This is an optimization exercise on Yosys and OpenROAD, whose aim is small area, a short achievable clock period and few clock cycles per item, not a production implementation. Only simulation tests tie the RTL to the original design; equivalence was not proved.

==> flow/design.v <==
module pcmq (
    input  wire        clk,
    input  wire        rst,
    input  wire        cmd_valid,
    output wire        cmd_ready,
    input  wire [71:0] cmd_word,
    output wire        rsp_valid,
    input  wire        rsp_ready,
    output wire [71:0] rsp_word
);
    localparam [1:0] PH_IDLE = 2'd0, PH_OPEN = 2'd1, PH_FAULTED = 2'd2;
    localparam       MODE_ENC = 1'b0, MODE_DEC = 1'b1;
    localparam [3:0] ST_OK = 4'h0, ST_INVCFG = 4'h1, ST_INVIN = 4'h2,
                     ST_ABORTED = 4'h3, ST_ILLEGAL = 4'h4;
    localparam [1:0] S_WAIT = 2'd0, S_EXEC = 2'd1, S_DIV = 2'd2;
    reg [1:0]  state;
    reg [71:0] cmd_q;
    reg        rsp_v;
    reg [71:0] rsp_q;
    reg [1:0]  phase;
    reg        mode;
    reg [5:0]  bd;
    reg [71:0] erep;
    reg [63:0] div_rem;
    reg [31:0] div_lo;      
    reg [63:0] div_den;
    reg [4:0]  div_cnt;
    assign cmd_ready = !rst && (state == S_WAIT) && !rsp_v;
    assign rsp_valid = !rst && rsp_v;
    assign rsp_word  = rsp_q;
    wire [3:0]  op    = cmd_q[71:68];
    wire [2:0]  rsv   = cmd_q[67:65];
    wire        flag  = cmd_q[64];
    wire [63:0] data  = cmd_q[63:0];
    wire [7:0]  top   = cmd_q[71:64];
    wire is_benc = (rsv == 3'b0) && (op == 4'h1) && !flag && (data[63:6] == 58'b0);
    wire is_bdec = (rsv == 3'b0) && (op == 4'h2) && !flag && (data[63:6] == 58'b0);
    wire is_qnt  = (rsv == 3'b0) && (op == 4'h3);
    wire is_dqn  = (rsv == 3'b0) && (op == 4'h4) && (data[63:38] == 26'b0);
    wire is_end  = (rsv == 3'b0) && (op == 4'h5) && !flag && (data == 64'b0);
    wire [5:0]  new_bd   = data[5:0];
    wire        bd_valid = (new_bd >= 6'd2) && (new_bd <= 6'd32);
    wire [31:0] half  = 32'd1 << (bd - 6'd1);         
    wire [31:0] maxa  = half - 32'd1;                  
    wire [63:0] mfix  = {maxa, 32'b0};                 
    wire signed [63:0] s_in   = data;
    wire signed [63:0] pmfix  = mfix;
    wire signed [63:0] nmfix  = -mfix;
    wire signed [63:0] s_cl   = (s_in > pmfix) ? pmfix : ((s_in < nmfix) ? nmfix : s_in);
    wire [63:0]        shifted = s_cl + mfix;                          
    wire [95:0]        dividend = ({32'b0, shifted} << (bd - 6'd1)) + {32'b0, mfix};
    wire [63:0]        divisor  = {mfix[62:0], 1'b0};                  
    wire        cinv  = flag;
    wire [5:0]  clen  = data[37:32];
    wire [31:0] cbits = data[31:0];
    wire        code_ok = !cinv && (clen == bd) && ((cbits >> bd) == 32'b0);
    wire signed [33:0] dq_diff = $signed({2'b0, cbits}) - $signed({2'b0, half});
    wire signed [33:0] dq_m    = $signed({2'b0, maxa});
    wire signed [63:0] dq_prod = dq_diff * dq_m;                       
    wire [63:0]        dq_out  = dq_prod << (6'd33 - bd);
    wire [64:0] div_trial = {div_rem, div_lo[31]};
    wire        div_ge    = div_trial >= {1'b0, div_den};
    wire [63:0] div_diff  = div_trial[63:0] - div_den;                 
    always @(posedge clk) begin
        if (rst) begin
            state <= S_WAIT;
            rsp_v <= 1'b0;
            phase <= PH_IDLE;
        end else begin
            if (rsp_v && rsp_ready)
                rsp_v <= 1'b0;
            case (state)
            S_WAIT: begin
                if (cmd_valid && cmd_ready) begin
                    cmd_q <= cmd_word;
                    state <= S_EXEC;
                end
            end
            S_EXEC: begin
                state <= S_WAIT;
                rsp_v <= 1'b1;
                case (phase)
                PH_IDLE: begin
                    if (is_benc || is_bdec) begin
                        mode <= is_bdec ? MODE_DEC : MODE_ENC;
                        bd   <= new_bd;
                        if (bd_valid) begin
                            phase <= PH_OPEN;
                            rsp_q <= {ST_OK, 3'b0, 1'b0, 58'b0, new_bd};
                        end else begin
                            phase <= PH_FAULTED;
                            rsp_q <= {ST_INVCFG, 3'b0, 1'b0, 58'b0, new_bd};
                            erep  <= {ST_INVCFG, 3'b0, 1'b0, 58'b0, new_bd};
                        end
                    end else begin
                        rsp_q <= {ST_ILLEGAL, 3'b0, 1'b0, 56'b0, top};
                    end
                end
                PH_OPEN: begin
                    if (is_qnt && mode == MODE_ENC) begin
                        if (flag) begin
                            phase <= PH_FAULTED;
                            rsp_q <= {ST_INVIN, 3'b0, 1'b1, data};
                            erep  <= {ST_INVIN, 3'b0, 1'b1, data};
                        end else begin
                            state   <= S_DIV;
                            rsp_v   <= 1'b0;
                            div_rem <= dividend[95:32];
                            div_lo  <= dividend[31:0];
                            div_den <= divisor;
                            div_cnt <= 5'd31;
                        end
                    end else if (is_dqn && mode == MODE_DEC) begin
                        if (code_ok) begin
                            rsp_q <= {ST_OK, 3'b0, 1'b0, dq_out};
                        end else begin
                            phase <= PH_FAULTED;
                            rsp_q <= {ST_INVIN, 3'b0, cinv, 18'b0, bd, 2'b0, clen, cbits};
                            erep  <= {ST_INVIN, 3'b0, cinv, 18'b0, bd, 2'b0, clen, cbits};
                        end
                    end else if (is_end) begin
                        phase <= PH_IDLE;
                        rsp_q <= 72'b0;
                    end else begin
                        phase <= PH_FAULTED;
                        rsp_q <= {ST_ILLEGAL, 3'b0, 1'b0, 56'b0, top};
                        erep  <= {ST_ILLEGAL, 3'b0, 1'b0, 56'b0, top};
                    end
                end
                default: begin  
                    if (is_end) begin
                        phase <= PH_IDLE;
                        rsp_q <= erep;
                    end else begin
                        rsp_q <= {ST_ABORTED, 3'b0, 1'b0, 64'b0};
                    end
                end
                endcase
            end
            S_DIV: begin
                if (div_ge) begin
                    div_rem <= div_diff;
                    div_lo  <= {div_lo[30:0], 1'b1};
                end else begin
                    div_rem <= div_trial[63:0];
                    div_lo  <= {div_lo[30:0], 1'b0};
                end
                div_cnt <= div_cnt - 5'd1;
                if (div_cnt == 5'd0) begin
                    state <= S_WAIT;
                    rsp_v <= 1'b1;
                    rsp_q <= {ST_OK, 3'b0, 1'b0, 26'b0, bd, div_ge ? {div_lo[30:0], 1'b1}
                                                               : {div_lo[30:0], 1'b0}};
                end
            end
            default: state <= S_WAIT;
            endcase
        end
    end
endmodule
==> flow/run.sh <==
#!/bin/bash
# synth_recipe.tcl (not shown) runs the flow's synth.tcl, then flattens the netlist and writes it again
# the make line also repeats each setting of config.mk as NAME=value (left out here)
make -C /OpenROAD-flow-scripts/flow DESIGN_CONFIG=/design/flow/config.mk WORK_HOME=/design/flow/orfs CLKGATE_MAP_FILE= SYNTH_SCRIPT=/design/flow/synth_recipe.tcl finish
==> flow/config.mk <==
export PLATFORM = sky130hd
export DESIGN_NAME = pcmq
export DESIGN_NICKNAME = pcmq
export VERILOG_FILES = /design/flow/design.v
export SDC_FILE = /design/flow/constraint.sdc
export NUM_CORES = 4
export LEC_CHECK = 0
export CAP_MARGIN = 20
export CORE_MARGIN = 2
export CORE_UTILIZATION = 40
export SLEW_MARGIN = 20
==> flow/constraint.sdc <==
create_clock -name core_clock -period 16.0 [get_ports {clk}]
set_input_delay 3.2000 -clock core_clock [delete_from_list [all_inputs] [get_ports {clk}]]
set_output_delay 3.2000 -clock core_clock [all_outputs]
set_load 0.01 [all_outputs]
==> summary.txt <==
worst min-delay path by stage:
| stage | from | to | cells past startpoint |
|---|---|---|---|
| after floorplan | cmd_q[0] | bd[0] | 0 |
| after global placement | rsp_v | rsp_v | 2 |
| after detailed placement | rsp_v | rsp_v | 2 |
| after CTS | rsp_v | rsp_v | 2 |
| after global routing | rsp_v | rsp_v | 2 |
| final | rsp_v | rsp_v | 2 |
critical path, delay by kind of cell (launching register included):
kind	cells	cell delay (ns)
adders and majority gates	11	5.16
xor gates and xnor gates	2	0.31
DFF	1	0.39
muxes	3	1.26
AOI/OAI and AO/OA	18	4.88
buffers and inverters	9	0.99
and+or+nand+nor	7	2.00
registers in the layout (all words and copies together), names as in the netlist:
signal,flops
mode,1
rsp_q,68
state,2
cmd_q,72
rsp_v,1
div_lo,32
div_cnt,5
div_rem,64
erep,68
phase,2
bd,6
div_den,31
per-stage QoR:
step	std cells	hold WS, ns
finish	10600	0.494
global route	10600	0.510
CTS	10600	0.493
detailed placement	10500	0.482
global placement	10500	0.492
floorplan	8226	0.455
Yosys cell counts, types with 26 or more instances:
master / number / area, um^2
inv_1: 1199 / 4500
fa_1: 1097 / 22000
nand2_1: 1060 / 3980
nor2_1: 893 / 3350
clkbuf_1: 391 / 1470
ha_1: 390 / 4880
a21oi_1: 372 / 1860
edfxtp_1: 347 / 10400
o21ai_0: 344 / 1720
mux2i_1: 206 / 2060
xnor2_1: 155 / 1360
nor3_1: 111 / 556
xor2_1: 106 / 928
a21o_1: 101 / 758
nand3_1: 95 / 475
and3_1: 90 / 563
mux2_2: 80 / 901
nand2b_1: 75 / 469
a211oi_1: 71 / 533
buf_1: 65 / 244
o211ai_1: 64 / 480
o21a_1: 60 / 450
a22oi_1: 56 / 420
a31oi_1: 54 / 338
nor2b_1: 50 / 313
o22ai_1: 50 / 313
nand4_1: 46 / 288
and2_1: 44 / 275
nor4_1: 40 / 250
a221oi_1: 35 / 307
o31ai_1: 35 / 263
or3_1: 32 / 200
or2_2: 26 / 163
layer usage:
layer | part of all wire | GRT usage | up-vias
li1 | - | - | 27100
met1 | 0.38 | 0.427 | 32200
met2 | 0.45 | 0.524 | 3499
met3 | 0.091 | 0.0597 | 877
met4 | 0.077 | 0.219 | 14
met5 | 0.00030 | 0 | -
final cells by class:
cell class	instances	area share
antenna	13	0.000420
tap	2340	0.0378
timing repair buffer	414	0.0458
inverter	1210	0.0587
clock inverter	32	0.00347
multi-input combinational	6186	0.704
sequential	352	0.136
clock buffer	44	0.0134
placed cells by master (no fill, tap or decap), types with 59 or more instances in the layout:
cell / count
inv_1: 1196
fa_1: 1096
nand2_1: 1058
nor2_1: 887
ha_1: 386
a21oi_1: 369
edfxtp_1: 347
o21ai_0: 343
buf_4: 262
mux2i_1: 206
clkdlybuf4s50_1: 145
xnor2_1: 128
nor3_1: 105
a21o_1: 101
nand3_1: 94
and3_1: 89
xor2_1: 89
mux2_2: 80
nand2b_1: 75
a211oi_1: 70
o211ai_1: 64
o21a_1: 59
cells by family (layout without fill, tap and decap cells):
group	count (synthesis)	in the layout	synth area share
and+or+nand+nor	2633	2633	0.163
buffers and inverters	1688	1700	0.0905
AOI/OAI and AO/OA	1490	1490	0.138
adders and majority gates	1488	1488	0.379
DFF	352	352	0.149
muxes	303	303	0.0471
xor gates and xnor gates	268	268	0.0342
other	1	17	0.0000530
repair_timing:
action | in CTS | in global routing
endpoints found under the setup margin | 0 | 47
gates resized for setup | 0 | 15
buffers inserted | 0 | 4
hold endpoints to repair | 0 | 0
hold buffers | 0 | 0
==> summary.txt <==
Status
  – Run status: complete, no violations

Routing
  – DRC violations left: 0
  – Vias/cell: 6.01
  – Iter 0 DRT Violations: 7533
  – Post-route ant nets: 0
  – Via count: 63.7k
  – Post-Route WL: 306 mm
  – Mean routed wirelength per cell: 28.9 um
  – DRT Pass-1 Iters: 8

GRT
  – Initial antenna violation count: 24
  – First-pass GRT wire length: 443 mm
  – Largest net degree at the start of global routing: 93
  – Grt total ovfl: 0
  – GRT Total Usage: 0.335
  – Vias in the first global route: 64.0k

Yosys
  – Top FF cell, synth: edfxtp_1
  – Post-synthesis sequential area ratio: 0.149
  – Synth Area per Inst: 8.61 um^2
  – Synth Cell Area: 0.0708 mm^2
  – Async S/R FF share, synth: 0
  – Number of enable flip-flop cells after synthesis: 347
  – Synthesis Warnings: 1
  – Mapped Cells: 8223
  – Seq cells post-synth: 352
  – Number of distinct library cells after synthesis: 115

Floorplan
  – Die ar.: 0.180 mm^2
  – CORE AREA: 0.176 mm^2
  – Die Span X: 425 um
  – Row count: 154
  – Starting Density: 0.402
  – Top Ports: 150
  – Chip height: 425 um

Cells and area
  – Layout cells sized above 1: 0.0731
  – Utilization of the core after routing: 0.440
  – Area occupied by multi-input gates: 0.0545 mm^2
  – Fill count: 17.5k
  – FF+latch area: 0.0105 mm^2
  – Area Overhead vs Synth: 9.34%
  – Nets: 9768
  – Final instance area: 0.0774 mm^2

STA
  – Slew Viols, Final: 0
  – FMAX: 65.3 MHz
  – Unrepaired setup endpoints after global routing: false
  – Final Hold Fails: 0
  – Tmin final: 15.31 ns
  – Final period utilization: 0.957
  – Rel. slew slack: 0.178
  – Layout Skew: 0.0280 ns
  – Setup WS post-layout: 0.694 ns
  – Final setup vio count: 0
  – Setup TNS: 0 ns
  – Worst-Margin Slew: 1.22 ns

CTS
  – Clock transition at path regs: 0.06 ns
  – CTS Sinks: 352
  – Clock tree buffer depth: 3
  – Num CTS Buffers: 41
  – CTS root buffer: clkbuf_16
  – Htree depth: 2
  – CTS tree: yes
  – Clock latency on the worst-skew pair: 0.62 ns

Worst setup path
  – WS Path Type: register to register
  – Worst-case reg-to-reg path depth: 50
  – Worst Path Arrival: 15.65 ns
  – Crit. End Element: register
  – Setup crit end: rsp_q[35]
  – Critical path startpoint category: register
  – Slowest-stage cell, CP: nor4_2
  – Critical path fanouts, max: 18
  – WP data required: 16.34 ns
  – Crit-path max cell delay: 0.71 ns
  – RR Endpoint: rsp_q[35]
  – CP Launch Point: bd[2]
  – Reg2Reg Launch Point: bd[2]

Place
  – DP HPWL: 240 mm
  – IO buf count: 145
  – Placer Congestion: 1.05
  – Pre-CTS setup slack: 0.518 ns
  – Cell Area, Placed: 0.0760 mm^2

Min path
  – Hold Crit Class: register to register

Job
  – Maxcap violations: 0
Testbench counts, summed over its fixed seeds: cycles 131,893, items 7,431.

[what the ideal ports hide]
The results above use ideal ports. As a check the final layout listed here was re-extracted and re-timed, cells and wires unchanged. Step 1 sets driving cells, clkbuf_16 on the clock port and buf_2 on the other inputs (assumed; they add their load-dependent delay and slew). Step 2 adds t to the input delays and takes it off the output delays; t is the mean of the earliest and latest rising clock arrival at the registers after step 1. Input paths then give back, and output paths get back, about the clock's delay inside the block. Three values: ideal ports, drivers, drivers and shift; two values: the first two.
t (ns): 0.691
setup WS [ns]: 0.694 / 0.694 / 0.694
latest minus earliest clock arrival (ns): 0.028 / 0.028
worst register clock-pin slew, ns: 0.06 / 0.06
pins driven straight from the clock port: 1
After both steps this run still meets setup and hold. The setup slack of this run moves by 0.000 ns with the drivers and by 0.000 ns with both steps.
